What follows belongs to an exercise in optimizing a design on an open flow for small area and few clock cycles; a production flow would make more cautious choices. RTL that was checked went through simulation tests only; none was proved equivalent to the original. Power is estimated from default activity; no workload was simulated. The clock port is modelled as an ideal driver; clocking choices that lean on that would not hold on a real chip.

## the previous run
Design jtag_acc, start of the top module:
module jtag_acc (
    input  wire        clk,
    input  wire        rst,
    input  wire        cmd_valid,
    output wire        cmd_ready,
    input  wire [31:0] cmd_word,
    output wire        rsp_valid,
    output wire [2:0]  rsp_status,
    output wire        tx_valid,
    input  wire        tx_ready,
    output wire [7:0]  tx_data,
    input  wire        rx_valid,
    output wire        rx_ready,
    input  wire [7:0]  rx_data,
    input  wire        link_err,
    output wire        busy,
    output reg         err,
    output reg  [1:0]  err_kind,
    output reg         sess_open,
    output wire [31:0] nbits,
    output reg         diag_valid,
    output reg  [5:0]  diag_index,
    output reg  [7:0]  diag_obs,
    output reg  [7:0]  diag_mask,
    output reg  [7:0]  diag_exp
);
Settings: LEC_CHECK=0, CAP_MARGIN=20, CORE_MARGIN=2, CORE_UTILIZATION=40, SLEW_MARGIN=20; clock period 10.0 ns.
run.sh (not shown) runs the stock make flow with config.mk's settings and CLKGATE_MAP_FILE= SYNTH_SCRIPT=/design/flow/synth_recipe.tcl, a recipe that flattens the netlist after the stock synthesis.
The previous run completed end to end with timing, DRC and antenna clean.
Testbench counts of the previous run, summed over its fixed seeds: cycles 56,458.
## Diff of input files: the current run against the previous run
Settings: swapping 40 for 60 in CORE_UTILIZATION; putting CTS_CLUSTER_SIZE at 30 where nothing was set; putting CTS_BUF_LIST at sky130_fd_sc_hd__clkbuf_8 where nothing was set.
==> comparison <==
Higher met3 track demand over resource in global routing was reported by the current run, not the previous run. Area: the current run vs the previous run -> the current run smaller. The current run vs. the previous run: worst setup slack now smaller; fraction of met2 tracks used by global routing now larger; number of cells on the worst reg-to-reg path now smaller; areal power density over the cells now smaller.


main:
Another version of the RTL of jtag_acc (not shown whole).
Size: roughly 2700 cells after synthesis, roughly 1200 flip-flops, ~35000 µm² of cells after synthesis.
Settings: LEC_CHECK=0, CAP_MARGIN=20, CORE_MARGIN=2, CORE_UTILIZATION=40, SLEW_MARGIN=20; clock period 10.0 ns.
standard.sh (not shown) runs the stock make flow with config.mk's settings and CLKGATE_MAP_FILE= SYNTH_SCRIPT=/design/flow/synth_recipe.tcl, a recipe that flattens the netlist after the stock synthesis.
==> flow/flow/run.sh <==
#!/bin/bash
export BUFFER_PORTS_ARGS="-buffer_cell sky130_fd_sc_hd__buf_1"
export CTS_ARGS="-sink_clustering_enable -repair_clock_nets -sink_clustering_size 26 -sink_clustering_max_diameter 100 -dont_use_dummy_load"
bash standard.sh > standard.log 2>&1
Relative to main, the following input files were edited for the feature branch:
==> flow/flow/run.sh <==
#!/bin/bash
export BUFFER_PORTS_ARGS="-buffer_cell sky130_fd_sc_hd__buf_1"
export CTS_ARGS="-sink_clustering_enable -repair_clock_nets -sink_clustering_size 30 -sink_clustering_max_diameter 100 -dont_use_dummy_load"
bash standard.sh > standard.log 2>&1
[summary]
Compared with main, in the feature branch count of clock-buffer cells in the layout now sits lower; design area shrank by 130 µm²; worst IR drop on VDD dropped 3.4%; worst path setup slack after routing saw a decrease.
Against main, total power in the feature branch fell slightly.
main -> the feature branch: data arrival time of the critical path flat
No run of this note included a check of the RTL's function; only the layout flow was run.


Another version of the RTL of jtag_acc (not shown whole).
Size: ~2,700 cells after synthesis, about 1,200 flip-flops, ~130 I/O pins, roughly 34,000 um^2 of cells after synthesis.
clock: 10.0 ns
lec_check: 0
cap_margin: 20
core_margin: 2
core_utilization: 60
slew_margin: 20
==> flow/flow/run.sh <==
#!/bin/bash
export BUFFER_PORTS_ARGS="-buffer_cell sky130_fd_sc_hd__buf_1"
export CTS_ARGS="-sink_clustering_enable -repair_clock_nets -sink_clustering_size 30 -sink_clustering_max_diameter 100 -dont_use_dummy_load"
bash standard.sh > standard.log 2>&1
The starting point ran to the end with no violations.
Testbench counts at the start, summed over its fixed seeds: cycles 56,990.
Change:
==> flow/flow/run.sh (replaced) <==
#!/bin/bash
export BUFFER_PORTS_ARGS="-buffer_cell sky130_fd_sc_hd__buf_1"
export CTS_ARGS="-sink_clustering_enable -repair_clock_nets -sink_clustering_size 16 -sink_clustering_max_diameter 60 -dont_use_dummy_load -buf_list sky130_fd_sc_hd__clkbuf_8"
bash standard.sh > standard.log 2>&1
--- a/flow/config.mk
+++ b/flow/config.mk
@@ -10 +10 @@
-export CORE_UTILIZATION = 60
+export CORE_UTILIZATION = 40
Non-clock buffer count goes down by 2.
Via count stays flat.
Global-route usage falls by 11 points.
Sequential share of layout area came out lower by 0.93 points.
Setup slack is better by 0.13 ns.
Combinational power rose by a few percent.
Hold slack degrades by 0.010 ns.
Change:
==> flow/flow/run.sh (replaced) <==
#!/bin/bash
export BUFFER_PORTS_ARGS="-buffer_cell sky130_fd_sc_hd__buf_1"
export CTS_ARGS="-sink_clustering_enable -repair_clock_nets -sink_clustering_size 30 -sink_clustering_max_diameter 100 -dont_use_dummy_load"
bash standard.sh > standard.log 2>&1
The changed run finished clean.
Power hardly moves.
Sequential power barely changes.
Final cell count went down by 1.1%.
Worst hold slack gets better by 0.099 ns.
Combinational power is about the same.
Global-route usage went down by 0.25 points.
Clock-buffer cell count went down by 43.
Final area barely changes.


Setup of v25:
jtag_acc, a different RTL version from the one above (not shown whole).
For scale: roughly 2800 cells after synthesis, ~1200 flip-flops, roughly 35000 um2 of cells after synthesis.
==> flow/config.mk <==
export PLATFORM = sky130hd
export DESIGN_NAME = jtag_acc
export DESIGN_NICKNAME = jtag_acc
export VERILOG_FILES = /design/flow/design.v
export SDC_FILE = /design/flow/constraint.sdc
export NUM_CORES = 4
export LEC_CHECK = 0
export CAP_MARGIN = 20
export CORE_MARGIN = 2
export CORE_UTILIZATION = 40
export CTS_CLUSTER_DIAMETER = 100
export CTS_CLUSTER_SIZE = 22
export SLEW_MARGIN = 20
==> flow/constraint.sdc <==
create_clock -name core_clock -period 10.0 [get_ports {clk}]
set_input_delay 2.0000 -clock core_clock [delete_from_list [all_inputs] [get_ports {clk}]]
set_output_delay 2.0000 -clock core_clock [all_outputs]
set_load 0.01 [all_outputs]
run.sh (not shown) runs the stock make flow with config.mk's settings and CLKGATE_MAP_FILE= SYNTH_SCRIPT=/design/flow/synth_recipe.tcl, a recipe that flattens the netlist after the stock synthesis.
Stock flow here: none of the scripts above is used.
The inputs of v31 differ from those of v25 as listed below.
- swapping 22 for 30 in CTS_CLUSTER_SIZE
Findings:
- Of the two values seen for top layer used by detailed routing, met5 was produced by v25 and met4 by v31.
- Compare v25 and v31 | post-synthesis to final-layout area growth higher: v25
- Relative to v25, final net count has decreased by 13 in v31.
- Between v25 and v31, the final core area utilization is higher for v25.
- Compared with v25, in v31 non-clock buffer area fraction after layout roughly the same, via total after detailed routing neither gained nor lost much.
Function was not checked in any run of this note: the RTL went through the layout flow alone.

[afterwards: timing with drivers on the ports]
No port has a modelled driver above. Below, the same layouts with a new extraction and two added sets of constraints. Step 1: set_driving_cell puts a clkbuf_16 on clk and a buf_2 on each other input, an assumption about the parent block. Step 2, shift: input delay + t, output delay - t, t = (earliest + latest rising clock arrival at the registers) / 2. This alone moves slack from input paths to output paths. Three values: ideal ports, drivers, drivers and shift; two values: the first two.
| run | t (ns) | setup slack, ns | worst hold slack (ns) |
|---|---|---|---|
| the previous run | 0.740 | 2.154 / 2.154 / 2.154 | 0.304 / 0.304 / 0.304 |
| the current run | 0.867 | 1.871 / 1.871 / 1.871 | 0.302 / 0.302 / 0.302 |
| main | 0.678 | 2.286 / 2.286 / 2.286 | 0.309 / 0.309 / 0.309 |
| the feature branch | 0.669 | 2.252 / 2.252 / 2.252 | 0.300 / 0.300 / 0.300 |
| the first run of note 3 | 0.679 | 1.986 / 1.986 / 1.986 | 0.237 / 0.237 / 0.237 |
| the second run of note 3 | 0.753 | 2.117 / 2.117 / 2.117 | 0.227 / 0.227 / 0.227 |
| the third run of note 3 | 0.654 | 2.041 / 2.041 / 2.041 | 0.326 / 0.326 / 0.326 |
| v25 | 0.729 | 2.612 / 2.612 / 2.612 | 0.311 / 0.311 / 0.311 |
| v31 | 0.709 | 2.644 / 2.644 / 2.644 | 0.307 / 0.307 / 0.307 |
After both steps every run listed still meets setup and hold.
